Background: an optimization exercise with open tools, aiming at a short achievable clock period and few clock cycles. Do not read the settings as production practice. The RTL was checked by simulation tests, not by an equivalence proof against the original design. Power is estimated from default activity; no workload was simulated.

### flow/run.sh
#!/bin/bash
# synth_recipe.tcl (not shown) runs the flow's synth.tcl, then flattens the netlist and writes it again
# the make line also repeats each setting of config.mk as NAME=value (left out here)
make -C /OpenROAD-flow-scripts/flow DESIGN_CONFIG=/design/flow/config.mk WORK_HOME=/design/flow/orfs CLKGATE_MAP_FILE= SYNTH_SCRIPT=/design/flow/synth_recipe.tcl finish
### flow/config.mk
export PLATFORM = sky130hd
export DESIGN_NAME = bcd_clock_core
export DESIGN_NICKNAME = bcd_clock_core
export VERILOG_FILES = /design/flow/design.v
export SDC_FILE = /design/flow/constraint.sdc
export NUM_CORES = 4
export LEC_CHECK = 0
export CAP_MARGIN = 20
export CORE_MARGIN = 2
export CORE_UTILIZATION = 40
export SLEW_MARGIN = 20
### flow/constraint.sdc
create_clock -name core_clock -period 20.0 [get_ports {clk}]
set_input_delay 4.0000 -clock core_clock [delete_from_list [all_inputs] [get_ports {clk}]]
set_output_delay 4.0000 -clock core_clock [all_outputs]
set_load 0.01 [all_outputs]
### flow/design.v
module bcd_clock_core (
    input  wire        clk,
    input  wire        rst,         
    input  wire        cmd_valid,
    input  wire [31:0] cmd,
    input  wire [31:0] now,
    output wire        cmd_ready,
    output wire        bus_req,
    output wire        bus_we,
    output wire [7:0]  bus_addr,
    output wire [7:0]  bus_wdata,
    input  wire        bus_done,
    input  wire [7:0]  bus_rdata,
    input  wire        bus_err,
    output wire [3:0]  led_hour,
    output wire [5:0]  led_min,
    output wire [15:0] pwm,
    output wire [15:0] result,
    output wire [7:0]  status
);
    localparam [15:0] PWM_MAX     = 16'd1024;
    localparam        SEC_HALT    = 1'b0;
    localparam [1:0] REG_SEC  = 2'h0;
    localparam [1:0] REG_MIN  = 2'h1;
    localparam [1:0] REG_HOUR = 2'h2;
    localparam [3:0] OP_DEC  = 4'h1, OP_ENC  = 4'h2, OP_TO12 = 4'h3,
                     OP_HLED = 4'h4, OP_MLED = 4'h5, OP_BRT  = 4'h6,
                     OP_DEB  = 4'h7, OP_INCH = 4'h8, OP_INCM = 4'h9,
                     OP_BTNH = 4'hA, OP_BTNM = 4'hB, OP_SYNC = 4'hC,
                     OP_REF  = 4'hD;
    localparam integer T_INCH_RD  = 0,    
                       T_INCH_WR  = 1,    
                       T_INCM_RD  = 2,    
                       T_CARRY_RD = 3,    
                       T_CARRY_WR = 4,    
                       T_INCM_WR  = 5,    
                       T_SYNC_WH  = 6,    
                       T_SYNC_WM  = 7,
                       T_SYNC_WS  = 8,    
                       T_REF_RH   = 9,    
                       T_REF_RM   = 10,
                       T_REF_RS   = 11;   
    function [6:0] t_enc;
        input [5:0] x;
        begin
            case (x)
                6'd0: t_enc = 7'h0;
                6'd1: t_enc = 7'h1;
                6'd2: t_enc = 7'h2;
                6'd3: t_enc = 7'h3;
                6'd4: t_enc = 7'h4;
                6'd5: t_enc = 7'h5;
                6'd6: t_enc = 7'h6;
                6'd7: t_enc = 7'h7;
                6'd8: t_enc = 7'h8;
                6'd9: t_enc = 7'h9;
                6'd10: t_enc = 7'h10;
                6'd11: t_enc = 7'h11;
                6'd12: t_enc = 7'h12;
                6'd13: t_enc = 7'h13;
                6'd14: t_enc = 7'h14;
                6'd15: t_enc = 7'h15;
                6'd16: t_enc = 7'h16;
                6'd17: t_enc = 7'h17;
                6'd18: t_enc = 7'h18;
                6'd19: t_enc = 7'h19;
                6'd20: t_enc = 7'h20;
                6'd21: t_enc = 7'h21;
                6'd22: t_enc = 7'h22;
                6'd23: t_enc = 7'h23;
                6'd24: t_enc = 7'h24;
                6'd25: t_enc = 7'h25;
                6'd26: t_enc = 7'h26;
                6'd27: t_enc = 7'h27;
                6'd28: t_enc = 7'h28;
                6'd29: t_enc = 7'h29;
                6'd30: t_enc = 7'h30;
                6'd31: t_enc = 7'h31;
                6'd32: t_enc = 7'h32;
                6'd33: t_enc = 7'h33;
                6'd34: t_enc = 7'h34;
                6'd35: t_enc = 7'h35;
                6'd36: t_enc = 7'h36;
                6'd37: t_enc = 7'h37;
                6'd38: t_enc = 7'h38;
                6'd39: t_enc = 7'h39;
                6'd40: t_enc = 7'h40;
                6'd41: t_enc = 7'h41;
                6'd42: t_enc = 7'h42;
                6'd43: t_enc = 7'h43;
                6'd44: t_enc = 7'h44;
                6'd45: t_enc = 7'h45;
                6'd46: t_enc = 7'h46;
                6'd47: t_enc = 7'h47;
                6'd48: t_enc = 7'h48;
                6'd49: t_enc = 7'h49;
                6'd50: t_enc = 7'h50;
                6'd51: t_enc = 7'h51;
                6'd52: t_enc = 7'h52;
                6'd53: t_enc = 7'h53;
                6'd54: t_enc = 7'h54;
                6'd55: t_enc = 7'h55;
                6'd56: t_enc = 7'h56;
                6'd57: t_enc = 7'h57;
                6'd58: t_enc = 7'h58;
                6'd59: t_enc = 7'h59;
                6'd60: t_enc = 7'h0;
                6'd61: t_enc = 7'h0;
                6'd62: t_enc = 7'h0;
                6'd63: t_enc = 7'h0;
                default: t_enc = 7'h0;
            endcase
        end
    endfunction
    function [10:0] t_bright;
        input [5:0] x;
        begin
            case (x)
                6'd0: t_bright = 11'h0;
                6'd1: t_bright = 11'h11;
                6'd2: t_bright = 11'h23;
                6'd3: t_bright = 11'h34;
                6'd4: t_bright = 11'h45;
                6'd5: t_bright = 11'h57;
                6'd6: t_bright = 11'h68;
                6'd7: t_bright = 11'h79;
                6'd8: t_bright = 11'h8b;
                6'd9: t_bright = 11'h9c;
                6'd10: t_bright = 11'hae;
                6'd11: t_bright = 11'hbf;
                6'd12: t_bright = 11'hd0;
                6'd13: t_bright = 11'he2;
                6'd14: t_bright = 11'hf3;
                6'd15: t_bright = 11'h104;
                6'd16: t_bright = 11'h116;
                6'd17: t_bright = 11'h127;
                6'd18: t_bright = 11'h138;
                6'd19: t_bright = 11'h14a;
                6'd20: t_bright = 11'h15b;
                6'd21: t_bright = 11'h16c;
                6'd22: t_bright = 11'h17e;
                6'd23: t_bright = 11'h18f;
                6'd24: t_bright = 11'h1a1;
                6'd25: t_bright = 11'h1b2;
                6'd26: t_bright = 11'h1c3;
                6'd27: t_bright = 11'h1d5;
                6'd28: t_bright = 11'h1e6;
                6'd29: t_bright = 11'h1f7;
                6'd30: t_bright = 11'h209;
                6'd31: t_bright = 11'h21a;
                6'd32: t_bright = 11'h22b;
                6'd33: t_bright = 11'h23d;
                6'd34: t_bright = 11'h24e;
                6'd35: t_bright = 11'h25f;
                6'd36: t_bright = 11'h271;
                6'd37: t_bright = 11'h282;
                6'd38: t_bright = 11'h294;
                6'd39: t_bright = 11'h2a5;
                6'd40: t_bright = 11'h2b6;
                6'd41: t_bright = 11'h2c8;
                6'd42: t_bright = 11'h2d9;
                6'd43: t_bright = 11'h2ea;
                6'd44: t_bright = 11'h2fc;
                6'd45: t_bright = 11'h30d;
                6'd46: t_bright = 11'h31e;
                6'd47: t_bright = 11'h330;
                6'd48: t_bright = 11'h341;
                6'd49: t_bright = 11'h352;
                6'd50: t_bright = 11'h364;
                6'd51: t_bright = 11'h375;
                6'd52: t_bright = 11'h387;
                6'd53: t_bright = 11'h398;
                6'd54: t_bright = 11'h3a9;
                6'd55: t_bright = 11'h3bb;
                6'd56: t_bright = 11'h3cc;
                6'd57: t_bright = 11'h3dd;
                6'd58: t_bright = 11'h3ef;
                6'd59: t_bright = 11'h400;
                6'd60: t_bright = 11'h0;
                6'd61: t_bright = 11'h0;
                6'd62: t_bright = 11'h0;
                6'd63: t_bright = 11'h0;
                default: t_bright = 11'h0;
            endcase
        end
    endfunction
    function [4:0] t_enc12;
        input [4:0] x;
        begin
            case (x)
                5'd0: t_enc12 = 5'h0;
                5'd1: t_enc12 = 5'h1;
                5'd2: t_enc12 = 5'h2;
                5'd3: t_enc12 = 5'h3;
                5'd4: t_enc12 = 5'h4;
                5'd5: t_enc12 = 5'h5;
                5'd6: t_enc12 = 5'h6;
                5'd7: t_enc12 = 5'h7;
                5'd8: t_enc12 = 5'h8;
                5'd9: t_enc12 = 5'h9;
                5'd10: t_enc12 = 5'h10;
                5'd11: t_enc12 = 5'h11;
                5'd12: t_enc12 = 5'h12;
                5'd13: t_enc12 = 5'h1;
                5'd14: t_enc12 = 5'h2;
                5'd15: t_enc12 = 5'h3;
                5'd16: t_enc12 = 5'h4;
                5'd17: t_enc12 = 5'h5;
                5'd18: t_enc12 = 5'h6;
                5'd19: t_enc12 = 5'h7;
                5'd20: t_enc12 = 5'h8;
                5'd21: t_enc12 = 5'h9;
                5'd22: t_enc12 = 5'h10;
                5'd23: t_enc12 = 5'h11;
                5'd24: t_enc12 = 5'h0;
                5'd25: t_enc12 = 5'h0;
                5'd26: t_enc12 = 5'h0;
                5'd27: t_enc12 = 5'h0;
                5'd28: t_enc12 = 5'h0;
                5'd29: t_enc12 = 5'h0;
                5'd30: t_enc12 = 5'h0;
                5'd31: t_enc12 = 5'h0;
                default: t_enc12 = 5'h0;
            endcase
        end
    endfunction
    function [3:0] t_to12;
        input [4:0] x;
        begin
            case (x)
                5'd0: t_to12 = 4'h0;
                5'd1: t_to12 = 4'h1;
                5'd2: t_to12 = 4'h2;
                5'd3: t_to12 = 4'h3;
                5'd4: t_to12 = 4'h4;
                5'd5: t_to12 = 4'h5;
                5'd6: t_to12 = 4'h6;
                5'd7: t_to12 = 4'h7;
                5'd8: t_to12 = 4'h8;
                5'd9: t_to12 = 4'h9;
                5'd10: t_to12 = 4'ha;
                5'd11: t_to12 = 4'hb;
                5'd12: t_to12 = 4'hc;
                5'd13: t_to12 = 4'h1;
                5'd14: t_to12 = 4'h2;
                5'd15: t_to12 = 4'h3;
                5'd16: t_to12 = 4'h4;
                5'd17: t_to12 = 4'h5;
                5'd18: t_to12 = 4'h6;
                5'd19: t_to12 = 4'h7;
                5'd20: t_to12 = 4'h8;
                5'd21: t_to12 = 4'h9;
                5'd22: t_to12 = 4'ha;
                5'd23: t_to12 = 4'hb;
                5'd24: t_to12 = 4'h0;
                5'd25: t_to12 = 4'h0;
                5'd26: t_to12 = 4'h0;
                5'd27: t_to12 = 4'h0;
                5'd28: t_to12 = 4'h0;
                5'd29: t_to12 = 4'h0;
                5'd30: t_to12 = 4'h0;
                5'd31: t_to12 = 4'h0;
                default: t_to12 = 4'h0;
            endcase
        end
    endfunction
    function [6:0] t_dec;
        input [6:0] x;
        begin
            case (x)
                7'd0: t_dec = 7'h0;
                7'd1: t_dec = 7'h1;
                7'd2: t_dec = 7'h2;
                7'd3: t_dec = 7'h3;
                7'd4: t_dec = 7'h4;
                7'd5: t_dec = 7'h5;
                7'd6: t_dec = 7'h6;
                7'd7: t_dec = 7'h7;
                7'd8: t_dec = 7'h8;
                7'd9: t_dec = 7'h9;
                7'd10: t_dec = 7'ha;
                7'd11: t_dec = 7'hb;
                7'd12: t_dec = 7'hc;
                7'd13: t_dec = 7'hd;
                7'd14: t_dec = 7'he;
                7'd15: t_dec = 7'hf;
                7'd16: t_dec = 7'ha;
                7'd17: t_dec = 7'hb;
                7'd18: t_dec = 7'hc;
                7'd19: t_dec = 7'hd;
                7'd20: t_dec = 7'he;
                7'd21: t_dec = 7'hf;
                7'd22: t_dec = 7'h10;
                7'd23: t_dec = 7'h11;
                7'd24: t_dec = 7'h12;
                7'd25: t_dec = 7'h13;
                7'd26: t_dec = 7'h14;
                7'd27: t_dec = 7'h15;
                7'd28: t_dec = 7'h16;
                7'd29: t_dec = 7'h17;
                7'd30: t_dec = 7'h18;
                7'd31: t_dec = 7'h19;
                7'd32: t_dec = 7'h14;
                7'd33: t_dec = 7'h15;
                7'd34: t_dec = 7'h16;
                7'd35: t_dec = 7'h17;
                7'd36: t_dec = 7'h18;
                7'd37: t_dec = 7'h19;
                7'd38: t_dec = 7'h1a;
                7'd39: t_dec = 7'h1b;
                7'd40: t_dec = 7'h1c;
                7'd41: t_dec = 7'h1d;
                7'd42: t_dec = 7'h1e;
                7'd43: t_dec = 7'h1f;
                7'd44: t_dec = 7'h20;
                7'd45: t_dec = 7'h21;
                7'd46: t_dec = 7'h22;
                7'd47: t_dec = 7'h23;
                7'd48: t_dec = 7'h1e;
                7'd49: t_dec = 7'h1f;
                7'd50: t_dec = 7'h20;
                7'd51: t_dec = 7'h21;
                7'd52: t_dec = 7'h22;
                7'd53: t_dec = 7'h23;
                7'd54: t_dec = 7'h24;
                7'd55: t_dec = 7'h25;
                7'd56: t_dec = 7'h26;
                7'd57: t_dec = 7'h27;
                7'd58: t_dec = 7'h28;
                7'd59: t_dec = 7'h29;
                7'd60: t_dec = 7'h2a;
                7'd61: t_dec = 7'h2b;
                7'd62: t_dec = 7'h2c;
                7'd63: t_dec = 7'h2d;
                7'd64: t_dec = 7'h28;
                7'd65: t_dec = 7'h29;
                7'd66: t_dec = 7'h2a;
                7'd67: t_dec = 7'h2b;
                7'd68: t_dec = 7'h2c;
                7'd69: t_dec = 7'h2d;
                7'd70: t_dec = 7'h2e;
                7'd71: t_dec = 7'h2f;
                7'd72: t_dec = 7'h30;
                7'd73: t_dec = 7'h31;
                7'd74: t_dec = 7'h32;
                7'd75: t_dec = 7'h33;
                7'd76: t_dec = 7'h34;
                7'd77: t_dec = 7'h35;
                7'd78: t_dec = 7'h36;
                7'd79: t_dec = 7'h37;
                7'd80: t_dec = 7'h32;
                7'd81: t_dec = 7'h33;
                7'd82: t_dec = 7'h34;
                7'd83: t_dec = 7'h35;
                7'd84: t_dec = 7'h36;
                7'd85: t_dec = 7'h37;
                7'd86: t_dec = 7'h38;
                7'd87: t_dec = 7'h39;
                7'd88: t_dec = 7'h3a;
                7'd89: t_dec = 7'h3b;
                7'd90: t_dec = 7'h3c;
                7'd91: t_dec = 7'h3d;
                7'd92: t_dec = 7'h3e;
                7'd93: t_dec = 7'h3f;
                7'd94: t_dec = 7'h40;
                7'd95: t_dec = 7'h41;
                7'd96: t_dec = 7'h3c;
                7'd97: t_dec = 7'h3d;
                7'd98: t_dec = 7'h3e;
                7'd99: t_dec = 7'h3f;
                7'd100: t_dec = 7'h40;
                7'd101: t_dec = 7'h41;
                7'd102: t_dec = 7'h42;
                7'd103: t_dec = 7'h43;
                7'd104: t_dec = 7'h44;
                7'd105: t_dec = 7'h45;
                7'd106: t_dec = 7'h46;
                7'd107: t_dec = 7'h47;
                7'd108: t_dec = 7'h48;
                7'd109: t_dec = 7'h49;
                7'd110: t_dec = 7'h4a;
                7'd111: t_dec = 7'h4b;
                7'd112: t_dec = 7'h46;
                7'd113: t_dec = 7'h47;
                7'd114: t_dec = 7'h48;
                7'd115: t_dec = 7'h49;
                7'd116: t_dec = 7'h4a;
                7'd117: t_dec = 7'h4b;
                7'd118: t_dec = 7'h4c;
                7'd119: t_dec = 7'h4d;
                7'd120: t_dec = 7'h4e;
                7'd121: t_dec = 7'h4f;
                7'd122: t_dec = 7'h50;
                7'd123: t_dec = 7'h51;
                7'd124: t_dec = 7'h52;
                7'd125: t_dec = 7'h53;
                7'd126: t_dec = 7'h54;
                7'd127: t_dec = 7'h55;
                default: t_dec = 7'h0;
            endcase
        end
    endfunction
    function [6:0] t_inch;
        input [5:0] x;
        begin
            case (x)
                6'd0: t_inch = 7'h1;
                6'd1: t_inch = 7'h2;
                6'd2: t_inch = 7'h3;
                6'd3: t_inch = 7'h4;
                6'd4: t_inch = 7'h5;
                6'd5: t_inch = 7'h6;
                6'd6: t_inch = 7'h7;
                6'd7: t_inch = 7'h8;
                6'd8: t_inch = 7'h9;
                6'd9: t_inch = 7'h10;
                6'd10: t_inch = 7'h11;
                6'd11: t_inch = 7'h12;
                6'd12: t_inch = 7'h13;
                6'd13: t_inch = 7'h14;
                6'd14: t_inch = 7'h15;
                6'd15: t_inch = 7'h16;
                6'd16: t_inch = 7'h11;
                6'd17: t_inch = 7'h12;
                6'd18: t_inch = 7'h13;
                6'd19: t_inch = 7'h14;
                6'd20: t_inch = 7'h15;
                6'd21: t_inch = 7'h16;
                6'd22: t_inch = 7'h17;
                6'd23: t_inch = 7'h18;
                6'd24: t_inch = 7'h19;
                6'd25: t_inch = 7'h20;
                6'd26: t_inch = 7'h21;
                6'd27: t_inch = 7'h22;
                6'd28: t_inch = 7'h23;
                6'd29: t_inch = 7'h0;
                6'd30: t_inch = 7'h40;
                6'd31: t_inch = 7'h40;
                6'd32: t_inch = 7'h21;
                6'd33: t_inch = 7'h22;
                6'd34: t_inch = 7'h23;
                6'd35: t_inch = 7'h0;
                6'd36: t_inch = 7'h40;
                6'd37: t_inch = 7'h40;
                6'd38: t_inch = 7'h40;
                6'd39: t_inch = 7'h40;
                6'd40: t_inch = 7'h40;
                6'd41: t_inch = 7'h40;
                6'd42: t_inch = 7'h40;
                6'd43: t_inch = 7'h40;
                6'd44: t_inch = 7'h40;
                6'd45: t_inch = 7'h40;
                6'd46: t_inch = 7'h40;
                6'd47: t_inch = 7'h40;
                6'd48: t_inch = 7'h40;
                6'd49: t_inch = 7'h40;
                6'd50: t_inch = 7'h40;
                6'd51: t_inch = 7'h40;
                6'd52: t_inch = 7'h40;
                6'd53: t_inch = 7'h40;
                6'd54: t_inch = 7'h40;
                6'd55: t_inch = 7'h40;
                6'd56: t_inch = 7'h40;
                6'd57: t_inch = 7'h40;
                6'd58: t_inch = 7'h40;
                6'd59: t_inch = 7'h40;
                6'd60: t_inch = 7'h40;
                6'd61: t_inch = 7'h40;
                6'd62: t_inch = 7'h40;
                6'd63: t_inch = 7'h40;
                default: t_inch = 7'h0;
            endcase
        end
    endfunction
    function [8:0] t_incm;
        input [6:0] x;
        begin
            case (x)
                7'd0: t_incm = 9'h1;
                7'd1: t_incm = 9'h2;
                7'd2: t_incm = 9'h3;
                7'd3: t_incm = 9'h4;
                7'd4: t_incm = 9'h5;
                7'd5: t_incm = 9'h6;
                7'd6: t_incm = 9'h7;
                7'd7: t_incm = 9'h8;
                7'd8: t_incm = 9'h9;
                7'd9: t_incm = 9'h10;
                7'd10: t_incm = 9'h11;
                7'd11: t_incm = 9'h12;
                7'd12: t_incm = 9'h13;
                7'd13: t_incm = 9'h14;
                7'd14: t_incm = 9'h15;
                7'd15: t_incm = 9'h16;
                7'd16: t_incm = 9'h11;
                7'd17: t_incm = 9'h12;
                7'd18: t_incm = 9'h13;
                7'd19: t_incm = 9'h14;
                7'd20: t_incm = 9'h15;
                7'd21: t_incm = 9'h16;
                7'd22: t_incm = 9'h17;
                7'd23: t_incm = 9'h18;
                7'd24: t_incm = 9'h19;
                7'd25: t_incm = 9'h20;
                7'd26: t_incm = 9'h21;
                7'd27: t_incm = 9'h22;
                7'd28: t_incm = 9'h23;
                7'd29: t_incm = 9'h24;
                7'd30: t_incm = 9'h25;
                7'd31: t_incm = 9'h26;
                7'd32: t_incm = 9'h21;
                7'd33: t_incm = 9'h22;
                7'd34: t_incm = 9'h23;
                7'd35: t_incm = 9'h24;
                7'd36: t_incm = 9'h25;
                7'd37: t_incm = 9'h26;
                7'd38: t_incm = 9'h27;
                7'd39: t_incm = 9'h28;
                7'd40: t_incm = 9'h29;
                7'd41: t_incm = 9'h30;
                7'd42: t_incm = 9'h31;
                7'd43: t_incm = 9'h32;
                7'd44: t_incm = 9'h33;
                7'd45: t_incm = 9'h34;
                7'd46: t_incm = 9'h35;
                7'd47: t_incm = 9'h36;
                7'd48: t_incm = 9'h31;
                7'd49: t_incm = 9'h32;
                7'd50: t_incm = 9'h33;
                7'd51: t_incm = 9'h34;
                7'd52: t_incm = 9'h35;
                7'd53: t_incm = 9'h36;
                7'd54: t_incm = 9'h37;
                7'd55: t_incm = 9'h38;
                7'd56: t_incm = 9'h39;
                7'd57: t_incm = 9'h40;
                7'd58: t_incm = 9'h41;
                7'd59: t_incm = 9'h42;
                7'd60: t_incm = 9'h43;
                7'd61: t_incm = 9'h44;
                7'd62: t_incm = 9'h45;
                7'd63: t_incm = 9'h46;
                7'd64: t_incm = 9'h41;
                7'd65: t_incm = 9'h42;
                7'd66: t_incm = 9'h43;
                7'd67: t_incm = 9'h44;
                7'd68: t_incm = 9'h45;
                7'd69: t_incm = 9'h46;
                7'd70: t_incm = 9'h47;
                7'd71: t_incm = 9'h48;
                7'd72: t_incm = 9'h49;
                7'd73: t_incm = 9'h50;
                7'd74: t_incm = 9'h51;
                7'd75: t_incm = 9'h52;
                7'd76: t_incm = 9'h53;
                7'd77: t_incm = 9'h54;
                7'd78: t_incm = 9'h55;
                7'd79: t_incm = 9'h56;
                7'd80: t_incm = 9'h51;
                7'd81: t_incm = 9'h52;
                7'd82: t_incm = 9'h53;
                7'd83: t_incm = 9'h54;
                7'd84: t_incm = 9'h55;
                7'd85: t_incm = 9'h56;
                7'd86: t_incm = 9'h57;
                7'd87: t_incm = 9'h58;
                7'd88: t_incm = 9'h59;
                7'd89: t_incm = 9'h80;
                7'd90: t_incm = 9'h100;
                7'd91: t_incm = 9'h100;
                7'd92: t_incm = 9'h100;
                7'd93: t_incm = 9'h100;
                7'd94: t_incm = 9'h100;
                7'd95: t_incm = 9'h100;
                7'd96: t_incm = 9'h100;
                7'd97: t_incm = 9'h100;
                7'd98: t_incm = 9'h100;
                7'd99: t_incm = 9'h100;
                7'd100: t_incm = 9'h100;
                7'd101: t_incm = 9'h100;
                7'd102: t_incm = 9'h100;
                7'd103: t_incm = 9'h100;
                7'd104: t_incm = 9'h100;
                7'd105: t_incm = 9'h100;
                7'd106: t_incm = 9'h100;
                7'd107: t_incm = 9'h100;
                7'd108: t_incm = 9'h100;
                7'd109: t_incm = 9'h100;
                7'd110: t_incm = 9'h100;
                7'd111: t_incm = 9'h100;
                7'd112: t_incm = 9'h100;
                7'd113: t_incm = 9'h100;
                7'd114: t_incm = 9'h100;
                7'd115: t_incm = 9'h100;
                7'd116: t_incm = 9'h100;
                7'd117: t_incm = 9'h100;
                7'd118: t_incm = 9'h100;
                7'd119: t_incm = 9'h100;
                7'd120: t_incm = 9'h100;
                7'd121: t_incm = 9'h100;
                7'd122: t_incm = 9'h100;
                7'd123: t_incm = 9'h100;
                7'd124: t_incm = 9'h100;
                7'd125: t_incm = 9'h100;
                7'd126: t_incm = 9'h100;
                7'd127: t_incm = 9'h100;
                default: t_incm = 9'h0;
            endcase
        end
    endfunction
    function [3:0] t_ref_hour;
        input [5:0] x;
        begin
            case (x)
                6'd0: t_ref_hour = 4'h0;
                6'd1: t_ref_hour = 4'h1;
                6'd2: t_ref_hour = 4'h2;
                6'd3: t_ref_hour = 4'h3;
                6'd4: t_ref_hour = 4'h4;
                6'd5: t_ref_hour = 4'h5;
                6'd6: t_ref_hour = 4'h6;
                6'd7: t_ref_hour = 4'h7;
                6'd8: t_ref_hour = 4'h8;
                6'd9: t_ref_hour = 4'h9;
                6'd10: t_ref_hour = 4'ha;
                6'd11: t_ref_hour = 4'hb;
                6'd12: t_ref_hour = 4'hc;
                6'd13: t_ref_hour = 4'h1;
                6'd14: t_ref_hour = 4'h2;
                6'd15: t_ref_hour = 4'h3;
                6'd16: t_ref_hour = 4'ha;
                6'd17: t_ref_hour = 4'hb;
                6'd18: t_ref_hour = 4'hc;
                6'd19: t_ref_hour = 4'h1;
                6'd20: t_ref_hour = 4'h2;
                6'd21: t_ref_hour = 4'h3;
                6'd22: t_ref_hour = 4'h4;
                6'd23: t_ref_hour = 4'h5;
                6'd24: t_ref_hour = 4'h6;
                6'd25: t_ref_hour = 4'h7;
                6'd26: t_ref_hour = 4'h8;
                6'd27: t_ref_hour = 4'h9;
                6'd28: t_ref_hour = 4'ha;
                6'd29: t_ref_hour = 4'hb;
                6'd30: t_ref_hour = 4'h0;
                6'd31: t_ref_hour = 4'h0;
                6'd32: t_ref_hour = 4'h8;
                6'd33: t_ref_hour = 4'h9;
                6'd34: t_ref_hour = 4'ha;
                6'd35: t_ref_hour = 4'hb;
                6'd36: t_ref_hour = 4'h0;
                6'd37: t_ref_hour = 4'h0;
                6'd38: t_ref_hour = 4'h0;
                6'd39: t_ref_hour = 4'h0;
                6'd40: t_ref_hour = 4'h0;
                6'd41: t_ref_hour = 4'h0;
                6'd42: t_ref_hour = 4'h0;
                6'd43: t_ref_hour = 4'h0;
                6'd44: t_ref_hour = 4'h0;
                6'd45: t_ref_hour = 4'h0;
                6'd46: t_ref_hour = 4'h0;
                6'd47: t_ref_hour = 4'h0;
                6'd48: t_ref_hour = 4'h0;
                6'd49: t_ref_hour = 4'h0;
                6'd50: t_ref_hour = 4'h0;
                6'd51: t_ref_hour = 4'h0;
                6'd52: t_ref_hour = 4'h0;
                6'd53: t_ref_hour = 4'h0;
                6'd54: t_ref_hour = 4'h0;
                6'd55: t_ref_hour = 4'h0;
                6'd56: t_ref_hour = 4'h0;
                6'd57: t_ref_hour = 4'h0;
                6'd58: t_ref_hour = 4'h0;
                6'd59: t_ref_hour = 4'h0;
                6'd60: t_ref_hour = 4'h0;
                6'd61: t_ref_hour = 4'h0;
                6'd62: t_ref_hour = 4'h0;
                6'd63: t_ref_hour = 4'h0;
                default: t_ref_hour = 4'h0;
            endcase
        end
    endfunction
    function [6:0] t_ref_min;
        input [6:0] x;
        begin
            case (x)
                7'd0: t_ref_min = 7'h0;
                7'd1: t_ref_min = 7'h1;
                7'd2: t_ref_min = 7'h2;
                7'd3: t_ref_min = 7'h3;
                7'd4: t_ref_min = 7'h4;
                7'd5: t_ref_min = 7'h5;
                7'd6: t_ref_min = 7'h6;
                7'd7: t_ref_min = 7'h7;
                7'd8: t_ref_min = 7'h8;
                7'd9: t_ref_min = 7'h9;
                7'd10: t_ref_min = 7'ha;
                7'd11: t_ref_min = 7'hb;
                7'd12: t_ref_min = 7'hc;
                7'd13: t_ref_min = 7'hd;
                7'd14: t_ref_min = 7'he;
                7'd15: t_ref_min = 7'hf;
                7'd16: t_ref_min = 7'ha;
                7'd17: t_ref_min = 7'hb;
                7'd18: t_ref_min = 7'hc;
                7'd19: t_ref_min = 7'hd;
                7'd20: t_ref_min = 7'he;
                7'd21: t_ref_min = 7'hf;
                7'd22: t_ref_min = 7'h10;
                7'd23: t_ref_min = 7'h11;
                7'd24: t_ref_min = 7'h12;
                7'd25: t_ref_min = 7'h13;
                7'd26: t_ref_min = 7'h14;
                7'd27: t_ref_min = 7'h15;
                7'd28: t_ref_min = 7'h16;
                7'd29: t_ref_min = 7'h17;
                7'd30: t_ref_min = 7'h18;
                7'd31: t_ref_min = 7'h19;
                7'd32: t_ref_min = 7'h14;
                7'd33: t_ref_min = 7'h15;
                7'd34: t_ref_min = 7'h16;
                7'd35: t_ref_min = 7'h17;
                7'd36: t_ref_min = 7'h18;
                7'd37: t_ref_min = 7'h19;
                7'd38: t_ref_min = 7'h1a;
                7'd39: t_ref_min = 7'h1b;
                7'd40: t_ref_min = 7'h1c;
                7'd41: t_ref_min = 7'h1d;
                7'd42: t_ref_min = 7'h1e;
                7'd43: t_ref_min = 7'h1f;
                7'd44: t_ref_min = 7'h20;
                7'd45: t_ref_min = 7'h21;
                7'd46: t_ref_min = 7'h22;
                7'd47: t_ref_min = 7'h23;
                7'd48: t_ref_min = 7'h1e;
                7'd49: t_ref_min = 7'h1f;
                7'd50: t_ref_min = 7'h20;
                7'd51: t_ref_min = 7'h21;
                7'd52: t_ref_min = 7'h22;
                7'd53: t_ref_min = 7'h23;
                7'd54: t_ref_min = 7'h24;
                7'd55: t_ref_min = 7'h25;
                7'd56: t_ref_min = 7'h26;
                7'd57: t_ref_min = 7'h27;
                7'd58: t_ref_min = 7'h28;
                7'd59: t_ref_min = 7'h29;
                7'd60: t_ref_min = 7'h2a;
                7'd61: t_ref_min = 7'h2b;
                7'd62: t_ref_min = 7'h2c;
                7'd63: t_ref_min = 7'h2d;
                7'd64: t_ref_min = 7'h28;
                7'd65: t_ref_min = 7'h29;
                7'd66: t_ref_min = 7'h2a;
                7'd67: t_ref_min = 7'h2b;
                7'd68: t_ref_min = 7'h2c;
                7'd69: t_ref_min = 7'h2d;
                7'd70: t_ref_min = 7'h2e;
                7'd71: t_ref_min = 7'h2f;
                7'd72: t_ref_min = 7'h30;
                7'd73: t_ref_min = 7'h31;
                7'd74: t_ref_min = 7'h32;
                7'd75: t_ref_min = 7'h33;
                7'd76: t_ref_min = 7'h34;
                7'd77: t_ref_min = 7'h35;
                7'd78: t_ref_min = 7'h36;
                7'd79: t_ref_min = 7'h37;
                7'd80: t_ref_min = 7'h32;
                7'd81: t_ref_min = 7'h33;
                7'd82: t_ref_min = 7'h34;
                7'd83: t_ref_min = 7'h35;
                7'd84: t_ref_min = 7'h36;
                7'd85: t_ref_min = 7'h37;
                7'd86: t_ref_min = 7'h38;
                7'd87: t_ref_min = 7'h39;
                7'd88: t_ref_min = 7'h3a;
                7'd89: t_ref_min = 7'h3b;
                7'd90: t_ref_min = 7'h40;
                7'd91: t_ref_min = 7'h40;
                7'd92: t_ref_min = 7'h40;
                7'd93: t_ref_min = 7'h40;
                7'd94: t_ref_min = 7'h40;
                7'd95: t_ref_min = 7'h40;
                7'd96: t_ref_min = 7'h40;
                7'd97: t_ref_min = 7'h40;
                7'd98: t_ref_min = 7'h40;
                7'd99: t_ref_min = 7'h40;
                7'd100: t_ref_min = 7'h40;
                7'd101: t_ref_min = 7'h40;
                7'd102: t_ref_min = 7'h40;
                7'd103: t_ref_min = 7'h40;
                7'd104: t_ref_min = 7'h40;
                7'd105: t_ref_min = 7'h40;
                7'd106: t_ref_min = 7'h40;
                7'd107: t_ref_min = 7'h40;
                7'd108: t_ref_min = 7'h40;
                7'd109: t_ref_min = 7'h40;
                7'd110: t_ref_min = 7'h40;
                7'd111: t_ref_min = 7'h40;
                7'd112: t_ref_min = 7'h40;
                7'd113: t_ref_min = 7'h40;
                7'd114: t_ref_min = 7'h40;
                7'd115: t_ref_min = 7'h40;
                7'd116: t_ref_min = 7'h40;
                7'd117: t_ref_min = 7'h40;
                7'd118: t_ref_min = 7'h40;
                7'd119: t_ref_min = 7'h40;
                7'd120: t_ref_min = 7'h40;
                7'd121: t_ref_min = 7'h40;
                7'd122: t_ref_min = 7'h40;
                7'd123: t_ref_min = 7'h40;
                7'd124: t_ref_min = 7'h40;
                7'd125: t_ref_min = 7'h40;
                7'd126: t_ref_min = 7'h40;
                7'd127: t_ref_min = 7'h40;
                default: t_ref_min = 7'h0;
            endcase
        end
    endfunction
    function [11:0] t_ref_sec;
        input [6:0] x;
        begin
            case (x)
                7'd0: t_ref_sec = 12'h0;
                7'd1: t_ref_sec = 12'h11;
                7'd2: t_ref_sec = 12'h23;
                7'd3: t_ref_sec = 12'h34;
                7'd4: t_ref_sec = 12'h45;
                7'd5: t_ref_sec = 12'h57;
                7'd6: t_ref_sec = 12'h68;
                7'd7: t_ref_sec = 12'h79;
                7'd8: t_ref_sec = 12'h8b;
                7'd9: t_ref_sec = 12'h9c;
                7'd10: t_ref_sec = 12'hae;
                7'd11: t_ref_sec = 12'hbf;
                7'd12: t_ref_sec = 12'hd0;
                7'd13: t_ref_sec = 12'he2;
                7'd14: t_ref_sec = 12'hf3;
                7'd15: t_ref_sec = 12'h104;
                7'd16: t_ref_sec = 12'hae;
                7'd17: t_ref_sec = 12'hbf;
                7'd18: t_ref_sec = 12'hd0;
                7'd19: t_ref_sec = 12'he2;
                7'd20: t_ref_sec = 12'hf3;
                7'd21: t_ref_sec = 12'h104;
                7'd22: t_ref_sec = 12'h116;
                7'd23: t_ref_sec = 12'h127;
                7'd24: t_ref_sec = 12'h138;
                7'd25: t_ref_sec = 12'h14a;
                7'd26: t_ref_sec = 12'h15b;
                7'd27: t_ref_sec = 12'h16c;
                7'd28: t_ref_sec = 12'h17e;
                7'd29: t_ref_sec = 12'h18f;
                7'd30: t_ref_sec = 12'h1a1;
                7'd31: t_ref_sec = 12'h1b2;
                7'd32: t_ref_sec = 12'h15b;
                7'd33: t_ref_sec = 12'h16c;
                7'd34: t_ref_sec = 12'h17e;
                7'd35: t_ref_sec = 12'h18f;
                7'd36: t_ref_sec = 12'h1a1;
                7'd37: t_ref_sec = 12'h1b2;
                7'd38: t_ref_sec = 12'h1c3;
                7'd39: t_ref_sec = 12'h1d5;
                7'd40: t_ref_sec = 12'h1e6;
                7'd41: t_ref_sec = 12'h1f7;
                7'd42: t_ref_sec = 12'h209;
                7'd43: t_ref_sec = 12'h21a;
                7'd44: t_ref_sec = 12'h22b;
                7'd45: t_ref_sec = 12'h23d;
                7'd46: t_ref_sec = 12'h24e;
                7'd47: t_ref_sec = 12'h25f;
                7'd48: t_ref_sec = 12'h209;
                7'd49: t_ref_sec = 12'h21a;
                7'd50: t_ref_sec = 12'h22b;
                7'd51: t_ref_sec = 12'h23d;
                7'd52: t_ref_sec = 12'h24e;
                7'd53: t_ref_sec = 12'h25f;
                7'd54: t_ref_sec = 12'h271;
                7'd55: t_ref_sec = 12'h282;
                7'd56: t_ref_sec = 12'h294;
                7'd57: t_ref_sec = 12'h2a5;
                7'd58: t_ref_sec = 12'h2b6;
                7'd59: t_ref_sec = 12'h2c8;
                7'd60: t_ref_sec = 12'h2d9;
                7'd61: t_ref_sec = 12'h2ea;
                7'd62: t_ref_sec = 12'h2fc;
                7'd63: t_ref_sec = 12'h30d;
                7'd64: t_ref_sec = 12'h2b6;
                7'd65: t_ref_sec = 12'h2c8;
                7'd66: t_ref_sec = 12'h2d9;
                7'd67: t_ref_sec = 12'h2ea;
                7'd68: t_ref_sec = 12'h2fc;
                7'd69: t_ref_sec = 12'h30d;
                7'd70: t_ref_sec = 12'h31e;
                7'd71: t_ref_sec = 12'h330;
                7'd72: t_ref_sec = 12'h341;
                7'd73: t_ref_sec = 12'h352;
                7'd74: t_ref_sec = 12'h364;
                7'd75: t_ref_sec = 12'h375;
                7'd76: t_ref_sec = 12'h387;
                7'd77: t_ref_sec = 12'h398;
                7'd78: t_ref_sec = 12'h3a9;
                7'd79: t_ref_sec = 12'h3bb;
                7'd80: t_ref_sec = 12'h364;
                7'd81: t_ref_sec = 12'h375;
                7'd82: t_ref_sec = 12'h387;
                7'd83: t_ref_sec = 12'h398;
                7'd84: t_ref_sec = 12'h3a9;
                7'd85: t_ref_sec = 12'h3bb;
                7'd86: t_ref_sec = 12'h3cc;
                7'd87: t_ref_sec = 12'h3dd;
                7'd88: t_ref_sec = 12'h3ef;
                7'd89: t_ref_sec = 12'h400;
                7'd90: t_ref_sec = 12'h800;
                7'd91: t_ref_sec = 12'h800;
                7'd92: t_ref_sec = 12'h800;
                7'd93: t_ref_sec = 12'h800;
                7'd94: t_ref_sec = 12'h800;
                7'd95: t_ref_sec = 12'h800;
                7'd96: t_ref_sec = 12'h800;
                7'd97: t_ref_sec = 12'h800;
                7'd98: t_ref_sec = 12'h800;
                7'd99: t_ref_sec = 12'h800;
                7'd100: t_ref_sec = 12'h800;
                7'd101: t_ref_sec = 12'h800;
                7'd102: t_ref_sec = 12'h800;
                7'd103: t_ref_sec = 12'h800;
                7'd104: t_ref_sec = 12'h800;
                7'd105: t_ref_sec = 12'h800;
                7'd106: t_ref_sec = 12'h800;
                7'd107: t_ref_sec = 12'h800;
                7'd108: t_ref_sec = 12'h800;
                7'd109: t_ref_sec = 12'h800;
                7'd110: t_ref_sec = 12'h800;
                7'd111: t_ref_sec = 12'h800;
                7'd112: t_ref_sec = 12'h800;
                7'd113: t_ref_sec = 12'h800;
                7'd114: t_ref_sec = 12'h800;
                7'd115: t_ref_sec = 12'h800;
                7'd116: t_ref_sec = 12'h800;
                7'd117: t_ref_sec = 12'h800;
                7'd118: t_ref_sec = 12'h800;
                7'd119: t_ref_sec = 12'h800;
                7'd120: t_ref_sec = 12'h800;
                7'd121: t_ref_sec = 12'h800;
                7'd122: t_ref_sec = 12'h800;
                7'd123: t_ref_sec = 12'h800;
                7'd124: t_ref_sec = 12'h800;
                7'd125: t_ref_sec = 12'h800;
                7'd126: t_ref_sec = 12'h800;
                7'd127: t_ref_sec = 12'h800;
                default: t_ref_sec = 12'h0;
            endcase
        end
    endfunction
    reg        ready;           
    reg        req_r;
    reg        we_r;
    reg [1:0]  addr_r;
    reg [6:0]  wdata_r;         
    reg [11:0] step;            
    reg [5:0]  sync_b;          
    reg [5:0]  sync_c;
    reg [3:0]  ref_hour;        
    reg [5:0]  ref_min;         
    reg        ref_min_bad;     
    reg        last_valid;
    reg [31:0] last_ts;
    reg [3:0]  out_hour;
    reg [5:0]  out_min;
    reg [10:0] pwm_r;           
    reg [10:0] result_r;        
    reg        dom_err, bus_err_f, ill_err, acc;
    assign cmd_ready = ready & ~rst;
    assign bus_req   = req_r;
    assign bus_we    = we_r;
    assign bus_addr  = {6'd0, addr_r};
    assign bus_wdata = {1'b0, wdata_r};
    assign led_hour  = out_hour;
    assign led_min   = out_min;
    assign pwm       = {5'd0, pwm_r};
    assign result    = {5'd0, result_r};
    assign status    = {3'b000, ~ready, acc, ill_err, bus_err_f, dom_err};
    wire [3:0] op  = cmd[31:28];
    wire [1:0] rsv = cmd[27:26];
    wire [1:0] sel = cmd[25:24];
    wire [7:0] fa  = cmd[23:16];
    wire [7:0] fb  = cmd[15:8];
    wire [7:0] fc  = cmd[7:0];
    wire rsv0   = (rsv == 2'd0);
    wire sel0   = (sel == 2'd0);
    wire selok  = (sel != 2'd3);
    wire ab0    = (cmd[23:8] == 16'd0);
    wire c0     = (fc == 8'd0);
    reg legal;
    always @(*) begin
        case (op)
            OP_DEC:                        legal = rsv0 && selok && ab0;
            OP_ENC, OP_TO12, OP_HLED,
            OP_MLED, OP_BRT:               legal = rsv0 && sel0 && ab0;
            OP_DEB:                        legal = rsv0 && selok && ab0 && c0;
            OP_INCH, OP_INCM, OP_BTNH,
            OP_BTNM, OP_REF:               legal = rsv0 && sel0 && ab0 && c0;
            OP_SYNC:                       legal = rsv0 && sel0;
            default:                       legal = 1'b0;
        endcase
    end
    wire [8:0]  lo_diff  = {1'b0, now[7:0]} - {1'b0, last_ts[7:0]};
    wire [23:0] ts_hi1   = last_ts[31:8] + 24'd1;
    wire        hi_eq0   = (now[31:8] == last_ts[31:8]);
    wire        hi_eq1   = (now[31:8] == ts_hi1);
    wire        in_window = (lo_diff[7:0] <= 8'd200) && (lo_diff[8] ? hi_eq1 : hi_eq0);
    wire        accept   = !last_valid || !in_window;
    wire c_big = (fc[7:6] != 2'd0) || (fc[5:2] == 4'hF);
    wire b_big = (fb[7:6] != 2'd0) || (fb[5:2] == 4'hF);
    wire [6:0] dec_c   = t_dec({fc[6] & ~sel0, fc[5:0]});
    wire [3:0] to12_c  = (fc[7:5] == 3'd0) ? t_to12(fc[4:0]) : 4'd0;
    wire [4:0] enc12_a = (fa[7:5] == 3'd0) ? t_enc12(fa[4:0]) : 5'd0;
    wire [6:0]  inch_v = t_inch(bus_rdata[5:0]);      
    wire [8:0]  incm_v = t_incm(bus_rdata[6:0]);      
    wire [11:0] sec_v  = t_ref_sec(bus_rdata[6:0]);   
    wire [6:0]  min_v  = t_ref_min(bus_rdata[6:0]);   
    wire take = ready & cmd_valid;
    always @(posedge clk) begin
        if (rst) begin
            ready      <= 1'b1;
            req_r      <= 1'b0;
            last_valid <= 1'b0;
            out_hour   <= 4'd0;
            out_min    <= 6'd0;
            pwm_r      <= 11'd0;
            result_r   <= 11'd0;
            dom_err    <= 1'b0;
            bus_err_f  <= 1'b0;
            ill_err    <= 1'b0;
            acc        <= 1'b0;
        end else if (ready) begin
            if (take) begin
                if (!legal) begin
                    ill_err <= 1'b1;
                end else begin
                    case (op)
                        OP_DEC:  result_r <= {4'd0, dec_c};
                        OP_ENC:  if (c_big) dom_err <= 1'b1;
                                 else result_r <= {4'd0, t_enc(fc[5:0])};
                        OP_TO12: result_r <= {7'd0, to12_c};
                        OP_HLED: result_r <= {7'd0, to12_c};
                        OP_MLED: if (c_big) dom_err <= 1'b1;
                                 else result_r <= {5'd0, fc[5:0]};
                        OP_BRT:  if (c_big) dom_err <= 1'b1;
                                 else result_r <= t_bright(fc[5:0]);
                        OP_DEB: begin
                            acc      <= accept;
                            result_r <= {10'd0, accept};
                            if (accept) begin
                                last_ts    <= now;
                                last_valid <= 1'b1;
                            end
                        end
                        OP_INCH: begin
                            ready  <= 1'b0;
                            req_r  <= 1'b1;
                            we_r   <= 1'b0;
                            addr_r <= REG_HOUR;
                            step   <= 12'd1 << T_INCH_RD;
                        end
                        OP_INCM: begin
                            ready  <= 1'b0;
                            req_r  <= 1'b1;
                            we_r   <= 1'b0;
                            addr_r <= REG_MIN;
                            step   <= 12'd1 << T_INCM_RD;
                        end
                        OP_BTNH, OP_BTNM: begin
                            acc <= accept;
                            if (accept) begin
                                last_ts    <= now;
                                last_valid <= 1'b1;
                                ready      <= 1'b0;
                                req_r      <= 1'b1;
                                we_r       <= 1'b0;
                                addr_r     <= op[0] ? REG_MIN : REG_HOUR;
                                step       <= op[0] ? (12'd1 << T_INCM_RD) : (12'd1 << T_INCH_RD);
                            end
                        end
                        OP_SYNC: begin
                            acc <= accept;
                            if (accept) begin
                                last_ts    <= now;
                                last_valid <= 1'b1;
                                if (b_big || c_big) begin
                                    dom_err <= 1'b1;
                                end else begin
                                    ready   <= 1'b0;
                                    req_r   <= 1'b1;
                                    we_r    <= 1'b1;
                                    addr_r  <= REG_HOUR;
                                    wdata_r <= {2'b00, enc12_a};
                                    step    <= 12'd1 << T_SYNC_WH;
                                end
                            end
                        end
                        OP_REF: begin
                            ready  <= 1'b0;
                            req_r  <= 1'b1;
                            we_r   <= 1'b0;
                            addr_r <= REG_HOUR;
                            step   <= 12'd1 << T_REF_RH;
                        end
                        default: ;
                    endcase
                end
                sync_b <= fb[5:0];
                sync_c <= fc[5:0];
            end
        end else if (bus_done) begin
            if (bus_err) begin
                bus_err_f <= 1'b1;
                ready     <= 1'b1;
                req_r     <= 1'b0;
            end else begin
                if (step[T_INCH_RD] || step[T_CARRY_RD]) begin
                    if (inch_v[6]) begin
                        dom_err <= 1'b1;
                        ready   <= 1'b1;
                        req_r   <= 1'b0;
                    end else begin
                        we_r    <= 1'b1;
                        wdata_r <= {1'b0, inch_v[5:0]};
                        step    <= step[T_INCH_RD] ? (12'd1 << T_INCH_WR) : (12'd1 << T_CARRY_WR);
                    end
                end
                if (step[T_INCM_RD]) begin
                    if (incm_v[8]) begin
                        dom_err <= 1'b1;
                        ready   <= 1'b1;
                        req_r   <= 1'b0;
                    end else if (incm_v[7]) begin
                        addr_r  <= REG_HOUR;
                        step    <= 12'd1 << T_CARRY_RD;
                    end else begin
                        we_r    <= 1'b1;
                        wdata_r <= incm_v[6:0];
                        step    <= 12'd1 << T_INCM_WR;
                    end
                end
                if (step[T_CARRY_WR]) begin
                    addr_r  <= REG_MIN;
                    wdata_r <= 7'h00;
                    step    <= 12'd1 << T_INCM_WR;
                end
                if (step[T_SYNC_WH]) begin
                    addr_r  <= REG_MIN;
                    wdata_r <= t_enc(sync_b);
                    step    <= 12'd1 << T_SYNC_WM;
                end
                if (step[T_SYNC_WM]) begin
                    addr_r  <= REG_SEC;
                    wdata_r <= t_enc(sync_c);     
                    step    <= 12'd1 << T_SYNC_WS;
                end
                if (step[T_REF_RH]) begin
                    ref_hour <= t_ref_hour(bus_rdata[5:0]);
                    addr_r   <= REG_MIN;
                    step     <= 12'd1 << T_REF_RM;
                end
                if (step[T_REF_RM]) begin
                    ref_min     <= min_v[5:0];
                    ref_min_bad <= min_v[6];
                    addr_r      <= REG_SEC;
                    step        <= 12'd1 << T_REF_RS;
                end
                if (step[T_REF_RS]) begin
                    if (ref_min_bad || sec_v[11]) begin
                        dom_err <= 1'b1;
                    end else begin
                        out_hour <= ref_hour;
                        out_min  <= ref_min;
                        pwm_r    <= sec_v[10:0];
                    end
                end
                if (step[T_INCH_WR] || step[T_INCM_WR] || step[T_SYNC_WS] || step[T_REF_RS]) begin
                    ready <= 1'b1;
                    req_r <= 1'b0;
                end
            end
        end
    end
endmodule
==> run notes, run 1 <==
status=complete, no violations; Post-Route Setup TNS=0 ns; die area=0.0284 mm^2; number of flip-flops and latches in the synthesized netlist=130; count of mapped cells out of synthesis=1,349; most frequent standard cell in the layout excluding fill and tap cells=sky130_fd_sc_hd__nor2_1; detail-routed via count per cell=5.84; CORE AREA=0.0268 mm^2; pwr dens=58.2 mW/mm^2; type of the worst min-delay path=reg2reg; total routing resource utilization after global routing=21.2%; number of input and output port buffers inserted=124; upper clock frequency limit=109 MHz; signed area change from the synthesized netlist to the final layout=17.6%; vias in the first global route=9,337; Setup crit start kind=primary input; final hold violations=0; post-route clock period utilization=46.0%; mean instance size in the synthesized netlist=8.04 um^2; Logic pwr share=20.3%; proportion of power drawn by the clock network=40.7%; min Tclk post-route=9.20 ns; register share of total power=39.0%; y dimension of the die=169 um; horizontal extent of the die=169 um; clock root buffer master=sky130_fd_sc_hd__clkbuf_16; number of gates resized after CTS=0; post-route cell area=0.0128 mm^2; highest fanout seen on the critical path=46; Post-synth EDFFs=77; HPWL reported at the end of detailed placement=21,700 um; critical path endpoint category=output pin; global routing met2 resource utilization=33.2%; clock-pin transition on the worst setup and hold timing paths=0.06 ns; flip-flop cell with the highest count after synthesis=sky130_fd_sc_hd__edfxtp_1; number of nets in the layout=1,544; Final Hold Slack=0.451 ns; layout cell share with drive strength beyond 1=5.90%; count of nets left with antenna violations after detail routing=0; largest net degree at the start of global routing=74; static power due to leakage=0.00456 uW; starting density of the core=40.4%; Cell Rows=60; Hold-fix buffers, CTS=0; Crit Reg-Reg Startpoint=last_ts[7]$_DFFE_PP_; clock buffer depth=2; cell depth of the worst flop-to-flop path=11; Worst-Margin Slew=1.01 ns; asr flop ratio synth=0%; CTS tree=built; # fillers=2,656; CTS H-Tree Depth=4; count of final setup violators=0; maximum vdd drop=49.0 uV; register-to-register setup slack=15.52 ns; final slew viol count=0; layer carrying the most global-route usage=met2; per-cell routed wire length=17.4 um; cell area after placement=0.0122 mm^2; count of warnings emitted by yosys=1; Min-Delay Endpoint=out_hour[2]$_SDFFE_PP0P_; Routed WL=30,700 um; number of buffers inserted to repair setup after CTS=0; required arrival time at the worst endpoint=16.00 ns; headroom to the max-slew limit=31.9%; Int Pwr=528 uW; Mapped Area=0.0108 mm^2; vias after detailed routing=10,299; Final Wtd Congestion=0.897; met1 usage=29.8%; ANT cells=0; Clock Sink Count=130; leading cell types in the layout, fill and taps excluded=sky130_fd_sc_hd__nor2_1 (146), sky130_fd_sc_hd__nand2_1 (135), sky130_fd_sc_hd__clkdlybuf4s50_1 (121), sky130_fd_sc_hd__a21oi_1 (120), sky130_fd_sc_hd__o21ai_0 (84); reg-to-reg endpoint=last_ts[24]$_DFFE_PP_; count of cell types in the netlist=89; remaining global-route overflow=0; net switching power of the design=215 uW; hold_sp=out_hour[2]$_SDFFE_PP0P_; max cap viols=0; register area share after synthesis=31.1%; residual DRC count=0; wire length of the first global-routing pass=49,300 um; number of top-level design ports=146; Final Non-Filler Cells=1,764; Placed Cells incl. Taps=1,731; CTS buffer count=17; insertion delay to the later sink of the worst-skew pair=0.43 ns; setup repair after global routing missed its margin=false; setup clock skew after layout=0.0147 ns; Initial DRT Pass Iterations=6; hold depth=2; area taken by flip-flops and latches=0.00337 mm^2; Crit Path Class=in2out; GR Layer Usage met3=4.23%; starting DRC count in detailed routing=767; switching part of the total power=28.9%; initial antenna violation count=0; multi-input combinational cell area=0.00684 mm^2; arrival time at the worst endpoint=5.20 ns
## synthesized netlist by cell type (all sizes together), types with 5 or more instances
| master | instances | share of area, % |
|---|---|---|
| nor2b | 23 | 1.4 |
| nor3b | 6 | 0.42 |
| o221ai | 9 | 0.73 |
| inv | 43 | 1.5 |
| o211ai | 21 | 1.5 |
| and2 | 11 | 0.63 |
| a31oi | 14 | 0.81 |
| o22ai | 13 | 0.75 |
| or3 | 7 | 0.40 |
| nor4 | 13 | 0.75 |
| o32ai | 5 | 0.40 |
| a311oi | 8 | 0.65 |
| dfxtp | 53 | 9.8 |
| edfxtp | 77 | 21 |
| buf | 40 | 2.3 |
| nand4 | 11 | 0.77 |
| nand3 | 35 | 1.7 |
| a22oi | 13 | 0.90 |
| o2111ai | 5 | 0.46 |
| xor2 | 13 | 1.1 |
| a21oi | 121 | 5.7 |
| and3 | 11 | 0.63 |
| nor2 | 147 | 5.1 |
| o31ai | 13 | 0.90 |
| mux4 | 8 | 1.7 |
| o21ai | 88 | 4.1 |
| o21a | 7 | 0.48 |
| clkbuf | 78 | 2.7 |
| a21o | 9 | 0.62 |
| xnor2 | 36 | 2.9 |
| nor3 | 39 | 1.9 |
| nand2 | 135 | 4.7 |
| a221oi | 9 | 0.73 |
| o311ai | 7 | 0.63 |
| ha | 57 | 6.6 |
| a211oi | 35 | 2.4 |
| a2111oi | 5 | 0.46 |
| nand2b | 24 | 1.4 |
| nand3b | 5 | 0.35 |
| mux2i | 25 | 2.3 |
## final cells by class
type | count | share of cell area (%)
timing repair buffer | 141 | 10.6
sequential | 130 | 26.4
multi-input combinational | 1073 | 53.6
clock inverter | 11 | 0.716
clock buffer | 21 | 3.87
tap | 341 | 3.35
inverter | 47 | 1.38
## power groups by stage
stage,registers (uW),logic (uW),clock network [uW]
floorplan,295,105,0
global placement,295,146,0
detailed placement,295,148,0
CTS,290,149,309
global route,290,167,322
finish,290,150,302
## critical path: stages
cell and delay, ns:
sky130_fd_sc_hd__buf_2 0.09, sky130_fd_sc_hd__buf_4 0.27, sky130_fd_sc_hd__nor2_1 0.24, sky130_fd_sc_hd__clkdlybuf4s50_1 0.57
## stage by stage
step	total power, uW	util (%)	setup WS, ns
finish	742	47.6	10.80
global route	778	47.6	10.76
CTS	747	47.6	10.81
detailed placement	443	45.4	10.81
global placement	442	45.4	10.81
floorplan	400	-	11.05
## metal layers
layer / wire, um / vias to the layer above / part of all wire [%]
met5: 0 / - / 0
met4: 471 / 0 / 1.5
met3: 1610 / 34 / 5.3
met2: 14100 / 335 / 46
met1: 14500 / 4846 / 47
li1: - / 5084 / -
## worst max path at each step
stage / from / endpoint / slack, ns
6_report: rst / cmd_ready / 10.80
5_1_grt: rst / cmd_ready / 10.76
4_1_cts: rst / cmd_ready / 10.81
3_5_place_dp: rst / cmd_ready / 10.81
3_3_place_gp: rst / cmd_ready / 10.81
2_1_floorplan: rst / cmd_ready / 11.05
## logic make-up after synthesis
family,synth area share [%]
AOI/OAI and AO/OA,25.3
other,0.0346
and+or+nand+nor,22.0
buffers and inverters,6.61
DFF,31.1
muxes,4.39
adders and majority gates,6.58
xor gates and xnor gates,3.96
Testbench counts, summed over its fixed seeds: cycles 1,058,249.
==> inputs of run 2 (changes only) <==
==> flow/flow/run.sh (new file) <==
#!/bin/bash
set -euo pipefail
bash standard.sh \
  SETUP_SLACK_MARGIN=11.8 \
  "BUFFER_PORTS_ARGS=-buffer_cell sky130_fd_sc_hd__buf_4" \
  finish > standard_flow.log 2>&1
==> flow/standard.sh (new file) <==
#!/bin/bash
# synth_recipe.tcl (not shown) runs the flow's synth.tcl, then flattens the netlist and writes it again
# the make line also repeats each setting of config.mk as NAME=value (left out here)
make -C /OpenROAD-flow-scripts/flow DESIGN_CONFIG=/design/flow/config.mk WORK_HOME=/design/flow/orfs CLKGATE_MAP_FILE= SYNTH_SCRIPT=/design/flow/synth_recipe.tcl "${@:-finish}"
removed: flow/run.sh
==> run 2 against run 1 <==
Compared with the run above:
- still clean
- combinational power hardly changed
- critical path depth is 1 lower
- sequential power hardly changed
- non-clock buffer count is 9 lower
- sequential share of layout area is 0.58 points higher
- clock skew is 0.0024 ns lower
- die area stayed put
==> run notes, run 2 <==
wire length of the first global-routing pass=50,500 um; synth top area cells=sky130_fd_sc_hd__edfxtp_1 (21%), sky130_fd_sc_hd__dfxtp_1 (9.8%), sky130_fd_sc_hd__ha_1 (6.6%); CTS H-Tree Depth=4; cell area after placement=0.0118 mm^2; number of flip-flops and latches in the synthesized netlist=130; post-route cell area=0.0125 mm^2; asr flop ratio synth=0%; horizontal extent of the die=169 um; CORE AREA=0.0268 mm^2; most frequent standard cell in the layout excluding fill and tap cells=sky130_fd_sc_hd__nor2_1; Mapped Area=0.0108 mm^2; count of nets left with antenna violations after detail routing=0; vias after detailed routing=10,184; Crit Path Class=in2out; required arrival time at the worst endpoint=16.00 ns; type of the worst min-delay path=reg2reg; Post-synth top cells=sky130_fd_sc_hd__nor2_1 (146), sky130_fd_sc_hd__nand2_1 (135), sky130_fd_sc_hd__a21oi_1 (120); Final Wtd Congestion=0.886; CTS tree=built; Setup crit start kind=primary input; Hold-fix buffers, CTS=0; utilization of the core after routing=46.6%; Post-Route Setup TNS=0 ns; largest net degree at the start of global routing=74; setup repair after global routing missed its margin=true; mean instance size in the synthesized netlist=8.04 um^2; clock buffer depth=2; Final Hold Slack=0.454 ns; final hold violations=0; Initial DRT Pass Iterations=6; starting density of the core=40.4%; clock-pin transition on the worst setup and hold timing paths=0.06 ns; number of nets in the layout=1,535; switching part of the total power=29.3%; die area=0.0284 mm^2; Worst-Margin Slew=1.05 ns; post-route clock period utilization=41.6%; status=complete, no violations; detail-routed via count per cell=5.80; HPWL reported at the end of detailed placement=21,900 um; highest fanout seen on the critical path=3; max cap viols=0; per-cell routed wire length=17.8 um; final slew viol count=0; net switching power of the design=218 uW; insertion delay to the later sink of the worst-skew pair=0.42 ns; remaining global-route overflow=0; vias in the first global route=9,426; starting DRC count in detailed routing=826; static power due to leakage=0.00472 uW; count of cell types in the netlist=89; maximum vdd drop=60.5 uV; leading cell types in the layout, fill and taps excluded=sky130_fd_sc_hd__nor2_1 (145), sky130_fd_sc_hd__nand2_1 (135), sky130_fd_sc_hd__buf_4 (128), sky130_fd_sc_hd__a21oi_1 (120), sky130_fd_sc_hd__o21ai_0 (84); headroom to the max-slew limit=27.9%; upper clock frequency limit=120 MHz; register area share after synthesis=31.1%; proportion of power drawn by the clock network=41.1%; Cell Rows=60; critical path endpoint category=output pin; number of top-level design ports=146; signed area change from the synthesized netlist to the final layout=15.1%; clock root buffer master=sky130_fd_sc_hd__clkbuf_16; post-synthesis cell type with the largest combined area=sky130_fd_sc_hd__edfxtp_1; most instantiated library cell after synthesis=sky130_fd_sc_hd__nor2_1; y dimension of the die=169 um; flip-flop cell with the highest count after synthesis=sky130_fd_sc_hd__edfxtp_1; Clock Sink Count=130; total routing resource utilization after global routing=21.9%; # fillers=2,655; layout cell share with drive strength beyond 1=14.0%; top cell type's share of synthesized area=21.3%; min Tclk post-route=8.32 ns; residual DRC count=0; CTS buffer count=17; Design Power=743 uW; setup clock skew after layout=0.0123 ns; count of mapped cells out of synthesis=1,349; number of input and output port buffers inserted=124; count of final setup violators=0; arrival time at the worst endpoint=4.32 ns; Post-synth EDFFs=77; register share of total power=39.0%; pwr dens=59.6 mW/mm^2; ANT cells=0; Logic pwr share=19.9%; Int Pwr=525 uW; count of warnings emitted by yosys=1; initial antenna violation count=0; Routed WL=31,200 um
[run 2: cell counts after synthesis]
No cell type changed its count.
[run 2: layout make-up]
class	count	area, um^2	share of cell area (%)
Clock inverter	11	87.6	0.702
Clock buffer	21	493	3.95
Multi-Input combinational cell	1073	6860	54.9
Tap cell	341	427	3.42
Sequential cell	130	3370	27.0
Timing Repair Buffer	132	1060	8.53
Inverter	47	176	1.41
[run 2: worst paths after layout]
path	from	endpoint	slack, ns	cells after the start
setup reg to reg	last_ts[1]$_DFFE_PP_	last_ts[27]$_DFFE_PP_	15.69	12
hold / removal	out_hour[3]$_SDFFE_PP0P_	out_hour[3]$_SDFFE_PP0P_	0.45	2
setup / recovery	rst	cmd_ready	11.68	3
hold reg to reg	out_hour[3]$_SDFFE_PP0P_	out_hour[3]$_SDFFE_PP0P_	0.45	2
[run 2: layer usage]
layer	vias up	wire length, um	share of wire (%)	track usage [%]
li1	5052	-	-	-
met4	0	299	0.96	5.17
met2	320	14500	46	35.0
met5	-	0	0	0
met1	4786	14700	47	31.0
met3	26	1760	5.6	3.39
[run 2: cells by family (layout without fill, tap and decap cells)]
kind of cell	after synthesis	count (layout)	share of synthesized area, %
AND/OR/NAND/NOR	491	491	22.0
AO/OA/AOI/OAI	419	419	25.3
buffers and inverters	165	211	6.61
flip-flops	130	130	31.1
adder cells (fa/ha/maj)	57	57	6.58
XOR/XNOR	49	49	3.96
multiplexers	37	37	4.39
other	1	20	0.0346
[run 2: worst max-delay path, cell delays in order]
cell and delay [ns]:
sky130_fd_sc_hd__buf_16 0.12, sky130_fd_sc_hd__nor2_4 0.09, sky130_fd_sc_hd__buf_6 0.11
[run 2: metrics by stage]
stage | cells | worst slack, ns
final | 1755 | 11.68
after detailed placement | 1720 | 11.25
after floorplan | 1368 | 11.24
after CTS | 1755 | 11.65
after global routing | 1755 | 11.66
after global placement | 1720 | 11.23
[run 2: power groups by stage]
stage          combinational [uW]  clock (uW)  sequential, uW
6_report                      148         306             290
5_1_grt                       165         322             290
4_1_cts                       147         311             290
3_5_place_dp                  143           0             295
3_3_place_gp                  142           0             295
2_1_floorplan                 105           0             295
[run 2: what timing repair did]
item                                    in CTS  in global routing
resized for setup                            7                  0
setup buffers                                1                  0
pin swaps                                    1                  1
gates cloned                                 2                  0
endpoints found under the setup margin       1                  1
==> inputs of run 3 (changes only) <==
==> flow/flow/run.sh (replaced) <==
#!/bin/bash
set -euo pipefail
bash standard.sh \
  SETUP_SLACK_MARGIN=12.5 \
  "BUFFER_PORTS_ARGS=-buffer_cell sky130_fd_sc_hd__buf_4" \
  finish > standard_flow.log 2>&1
==> run 3 against run 2 <==
Compared with the run above:
- sequential power about the same
- setup slack improved by 0.018 ns
- utilization increased by 0.10 points
==> run notes, run 3 <==
number of nets in the layout=1,538; initial antenna violation count=0; post-synthesis cell type with the largest combined area=sky130_fd_sc_hd__edfxtp_1; count of nets left with antenna violations after detail routing=0; detail-routed via count per cell=5.82; setup clock skew after layout=0.0221 ns; largest net degree at the start of global routing=74; starting DRC count in detailed routing=973; pwr dens=59.5 mW/mm^2; final hold violations=0; Mapped Area=0.0108 mm^2; Post-synth top cells=sky130_fd_sc_hd__nor2_1 (146), sky130_fd_sc_hd__nand2_1 (135), sky130_fd_sc_hd__a21oi_1 (120); static power due to leakage=0.00474 uW; signed area change from the synthesized netlist to the final layout=15.4%; post-route clock period utilization=41.5%; Slowest cell on crit path=sky130_fd_sc_hd__buf_16; # fillers=2,671; Routed WL=31,500 um; Final Non-Filler Cells=1,758; Post-Route Setup TNS=0 ns; HPWL reported at the end of detailed placement=22,100 um; most instantiated library cell after synthesis=sky130_fd_sc_hd__nor2_1; maximum vdd drop=46.3 uV; insertion delay to the later sink of the worst-skew pair=0.43 ns; Worst-Margin Slew=0.963 ns; Setup crit start kind=primary input; most frequent standard cell in the layout excluding fill and tap cells=sky130_fd_sc_hd__nor2_1; flip-flop cell with the highest count after synthesis=sky130_fd_sc_hd__edfxtp_1; Final Wtd Congestion=0.855; critical path endpoint category=output pin; CTS tree=built; Clock Sink Count=130; count of cell types in the netlist=89; buffering stage count on the worst path with inverters included=2; count of mapped cells out of synthesis=1,349; number of top-level design ports=146; remaining global-route overflow=0; worst slack at placement=11.31 ns; highest fanout seen on the critical path=3; mean instance size in the synthesized netlist=8.04 um^2; wire length of the first global-routing pass=50,300 um; Cell Rows=60; ordered cell list for the critical path=buf_16 > nor2_4 > buf_6; Initial DRT Pass Iterations=8; register area share after synthesis=31.1%; per-cell routed wire length=17.9 um; Hold-fix buffers, CTS=0; number of input and output port buffers inserted=124; number of flip-flops and latches in the synthesized netlist=130; required arrival time at the worst endpoint=16.00 ns; top cell type's share of synthesized area=21.3%; CORE AREA=0.0268 mm^2; arrival time at the worst endpoint=4.30 ns; headroom to the max-slew limit=35.3%; vias in the first global route=9,332; die area=0.0284 mm^2; setup repair after global routing missed its margin=true; min Tclk post-route=8.30 ns; Design Power=744 uW; leading cell types in the layout, fill and taps excluded=sky130_fd_sc_hd__nor2_1 (145), sky130_fd_sc_hd__nand2_1 (135), sky130_fd_sc_hd__buf_4 (131), sky130_fd_sc_hd__a21oi_1 (120), sky130_fd_sc_hd__o21ai_0 (84); y dimension of the die=169 um; type of the worst min-delay path=reg2reg; residual DRC count=0; horizontal extent of the die=169 um; Post-synth EDFFs=77; ANT cells=0; clock root buffer master=sky130_fd_sc_hd__clkbuf_16; status=complete, no violations; Crit path max-delay family=buffers and inverters; asr flop ratio synth=0%; max cap viols=0
[run 3: cells by family (layout without fill, tap and decap cells)]
family | Yosys count | in the layout | synth area share, %
AO/OA/AOI/OAI | 419 | 419 | 25.3
XOR/XNOR | 49 | 49 | 3.96
adder cells (fa/ha/maj) | 57 | 57 | 6.58
buffers and inverters | 165 | 214 | 6.61
flip-flops | 130 | 130 | 31.1
multiplexers | 37 | 37 | 4.39
other | 1 | 20 | 0.0346
AND/OR/NAND/NOR | 491 | 491 | 22.0
[run 3: worst register-to-register path, stage by stage, from the launching register on]
cell	delay (ns)
sky130_fd_sc_hd__edfxtp_1	0.33
sky130_fd_sc_hd__inv_1	0.04
sky130_fd_sc_hd__ha_1	0.28
sky130_fd_sc_hd__nor2b_4	0.17
sky130_fd_sc_hd__o2111ai_2	0.16
sky130_fd_sc_hd__a21oi_4	0.22
sky130_fd_sc_hd__nor2_2	0.11
sky130_fd_sc_hd__or4_1	0.55
sky130_fd_sc_hd__a2111oi_2	0.38
sky130_fd_sc_hd__o2111ai_1	0.25
sky130_fd_sc_hd__or4_1	0.69
sky130_fd_sc_hd__nor3b_4	0.22
sky130_fd_sc_hd__buf_4	0.27
[run 3: area by class of cell]
class	instances	area, um^2	share of cell area [%]
inverters	47	180	1.44
flip-flops and latches	130	3370	27.0
repair buffers	135	1090	8.69
multi-input cells	1073	6870	54.9
well taps	341	427	3.41
clock inverters	11	86.3	0.690
clock buffers	21	484	3.87
[run 3: final timing paths]
path	slack [ns]	from	depth (start not counted)	endpoint
setup / recovery	11.70	rst	3	cmd_ready
hold / removal	0.45	out_hour[2]$_SDFFE_PP0P_	2	out_hour[2]$_SDFFE_PP0P_
setup reg to reg	16.02	last_ts[1]$_DFFE_PP_	12	last_ts[8]$_DFFE_PP_
hold reg to reg	0.45	out_hour[2]$_SDFFE_PP0P_	2	out_hour[2]$_SDFFE_PP0P_
[run 3: per-layer routing]
layer | up-vias | global-route usage (%) | wire length (um)
met5 | - | 0 | 0
met4 | 0 | 5.77 | 372
met3 | 25 | 3.20 | 1800
met2 | 360 | 34.4 | 14600
met1 | 4786 | 31.2 | 14700
li1 | 5061 | - | -
[run 3: power breakdown]
group	internal, uW	leakage [uW]	switching, uW	total (uW)
Combinational	58.5	0.00329	90.2	149
Sequential	288	0.00115	1.69	290
Clock	177	0.000290	128	305
Total	523	0.00474	220	744
[run 3: through the flow]
stage | util, % | instance area [um^2]
2_1_floorplan | - | 11000
3_3_place_gp | 44.0 | 11800
3_5_place_dp | 44.0 | 11800
4_1_cts | 46.6 | 12500
5_1_grt | 46.7 | 12500
6_report | 46.7 | 12500
[run 3: timing repair]
action	in CTS	in global routing
endpoints found under the setup margin	52	52
pin swaps	2	1
cloned	2	0
resized for setup	6	2
setup buffers	2	2

Check on run 3: ideal ports give 11.700 ns setup slack; a clkbuf_16 on the clock port and buf_2 on the inputs give 11.578 ns; moving port delays by the midpoint clock arrival (0.459 ns) as well gives 11.578 ns.
